Context: an optimization exercise on an open-source flow, tuned for a short achievable clock period. The choices shown serve that exercise and are no tape-out recipe. The RTL was checked by simulation tests, not by an equivalence proof against the original design. Power figures rest on the tool's default switching activity, not on a simulated workload.

## red
## rcl57_scan_engine
module rcl57_scan_engine (
    input  wire        clk,
    input  wire        rst,           
    input  wire        tick,          
    input  wire        host_we,       
    input  wire [7:0]  host_addr,
    input  wire [7:0]  host_wdata,
    output reg  [7:0]  host_rdata,    
    input  wire [4:0]  col_in,        
    output reg  [7:0]  seg_en,        
    output reg  [15:0] drv_sr,        
    output reg  [15:0] drv_out,       
    output reg         ddl,           
    output reg         trate          
);
    reg  [127:0] dbuf;         
    reg  [35:0]  mbuf;         
    reg  [1:0]   seq;
    reg  [1:0]   seq_mode;
    reg  [2:0]   seg_idx;
    reg  [1:0]   ph_tick;
    reg  [7:0]   sd_code;
    reg  [39:0]  raw;
    reg  [7:0]   sc_acc;
    reg  [15:0]  result_reg;   
    reg          st_cfg;
    reg  [1:0]   errcode;
    reg  [2:0]   pm;
    reg  [15:0]  idle_cnt;
    reg  [3:0]   poll_cnt;     
    reg  [1:0]   blink_cnt;    
    reg  [2:0]   deb_cnt;      
    reg  [7:0]   cmd_imm;
    reg  [7:0]   cmd_op;
    reg  [1:0]   cur_op;
    reg          pend_valid;
    reg  [15:0]  pend_word;
    reg          pc1;          
    reg  [7:0]   pc2, pc3;
    reg  [3:0]   pcol;
  ...
Size in the first run: about 7100 cells after synthesis, roughly 75 I/O pins, about 57000 µm² of cells after synthesis.
clock: 7.5 ns
lec_check: 0
cap_margin: 75
core_margin: 2
core_utilization: 40
setup_slack_margin: 5
slew_margin: 90
synth_hierarchical: 1
synth_minimum_keep_size: 0
run.sh (not shown) runs the stock make flow with config.mk's settings and CLKGATE_MAP_FILE= SYNTH_SCRIPT=/design/flow/synth_recipe.tcl, a recipe that flattens the netlist after the stock synthesis.
The flow ended early for red: it failed with a tool error in global routing.
Inputs modified between red and blue:
diff --git a/flow/config.mk b/flow/config.mk
--- a/flow/config.mk
+++ b/flow/config.mk
@@ -6,9 +6,10 @@
 export NUM_CORES = 4
 export LEC_CHECK = 0
-export CAP_MARGIN = 75
+export CAP_MARGIN = 20
 export CORE_MARGIN = 2
-export CORE_UTILIZATION = 40
+export CORE_UTILIZATION = 50
+export PLACE_DENSITY = 0.65
 export SETUP_SLACK_MARGIN = 5
-export SLEW_MARGIN = 90
+export SLEW_MARGIN = 20
 export SYNTH_HIERARCHICAL = 1
 export SYNTH_MINIMUM_KEEP_SIZE = 0
Results
- blue: no failed stages, no open violations at the end
- [blue] number of instances in the placed design fell 34% relative to red
- Diff red..blue | number of levels in the clock H-tree | negligible
- [compare] base=red new=blue: count of port buffers added during placement did not really move, row count lost 15, post-cts sizing count went down by 37%, mapped cell area stayed essentially flat.
- Taking red as the reference, in blue worst slack after detailed placement climbed 15.19 ns, synthesized cell count barely changed, initial standard-cell utilization of the core climbed 10 points, weighted congestion reported at the end of routability-driven placement climbed 0.051.
#### Input delta (green over blue)
diff --git a/flow/config.mk b/flow/config.mk
--- a/flow/config.mk
+++ b/flow/config.mk
@@ -6,10 +6,9 @@
 export NUM_CORES = 4
 export LEC_CHECK = 0
-export CAP_MARGIN = 20
+export CAP_MARGIN = 50
 export CORE_MARGIN = 2
-export CORE_UTILIZATION = 50
-export PLACE_DENSITY = 0.65
+export CORE_UTILIZATION = 40
 export SETUP_SLACK_MARGIN = 5
-export SLEW_MARGIN = 20
+export SLEW_MARGIN = 70
 export SYNTH_HIERARCHICAL = 1
 export SYNTH_MINIMUM_KEEP_SIZE = 0
==> comparison <==
green against blue; final design area excluding fillers is up by a few percent.
Compared with blue, green shows a higher number of global-route vias before repair.
For blue, the timing startpoint of the critical path was rl_col[3]$_DFF_P_, unlike green, where it was seq[0]$_DFF_P_.
Changes observed in green relative to blue: post-route non-filler standard cell count went up by about 6%; internal power was more or less identical; worst slack after detailed placement went up by 0.40 ns; floorplan die area went up by 25%; overall fraction of global-route tracks in use went down by 6.7 points.
The inputs of orange differ from those of green as listed below.
diff --git a/flow/config.mk b/flow/config.mk
--- a/flow/config.mk
+++ b/flow/config.mk
@@ -8,5 +8,6 @@
 export CAP_MARGIN = 50
 export CORE_MARGIN = 2
-export CORE_UTILIZATION = 40
+export CORE_UTILIZATION = 50
+export PLACE_DENSITY = 0.65
 export SETUP_SLACK_MARGIN = 5
 export SLEW_MARGIN = 70
--- outcome ---
- In orange the fraction of layout cells with a size suffix above 1 turned out 0.26 points lower than in green.
- Sort green and orange by fraction of area in multi-input gates desc -> top: green
- Summary: with green as the reference, die area in orange moved down by more than 10%.
- Worst IR drop on VDD up 0.000022 V in orange wrt green
- Relative slew slack | orange above green
- Looking at post-route fraction of the period consumed by the critical path across green and orange, the one that comes out lower is green.
- | power | lower: green |
- Compared with green, orange shows met3 wire length higher by about 30%.

==> re-timing with driven ports <==
No port has a modelled driver above. Below, the same layouts with a new extraction and two added sets of constraints.
Step 1 assumes that a clkbuf_16 drives the clock port and a buf_2 every other input.
Step 2 times the ports against the registers' clock, not the clock port: input delays grow and output delays shrink by t, the midpoint of the rising clock arrivals with the driver on.
Three values: ideal, step 1, step 2; two values: the first two.
| run | t, ns | slack for setup (ns) | worst setup path after step 2 |
|---|---|---|---|
| blue | 0.751 | 4.496 / 4.225 / 3.474 | input to register |
| green | 0.772 | 4.577 / 4.517 / 3.745 | input to register |
| orange | 0.744 | 4.466 / 4.201 / 3.458 | input to register |
After both steps setup and hold are still met in every run listed. For blue, which loses most, drivers alone change the setup slack by -0.271 ns; drivers and shift together by -1.022 ns.
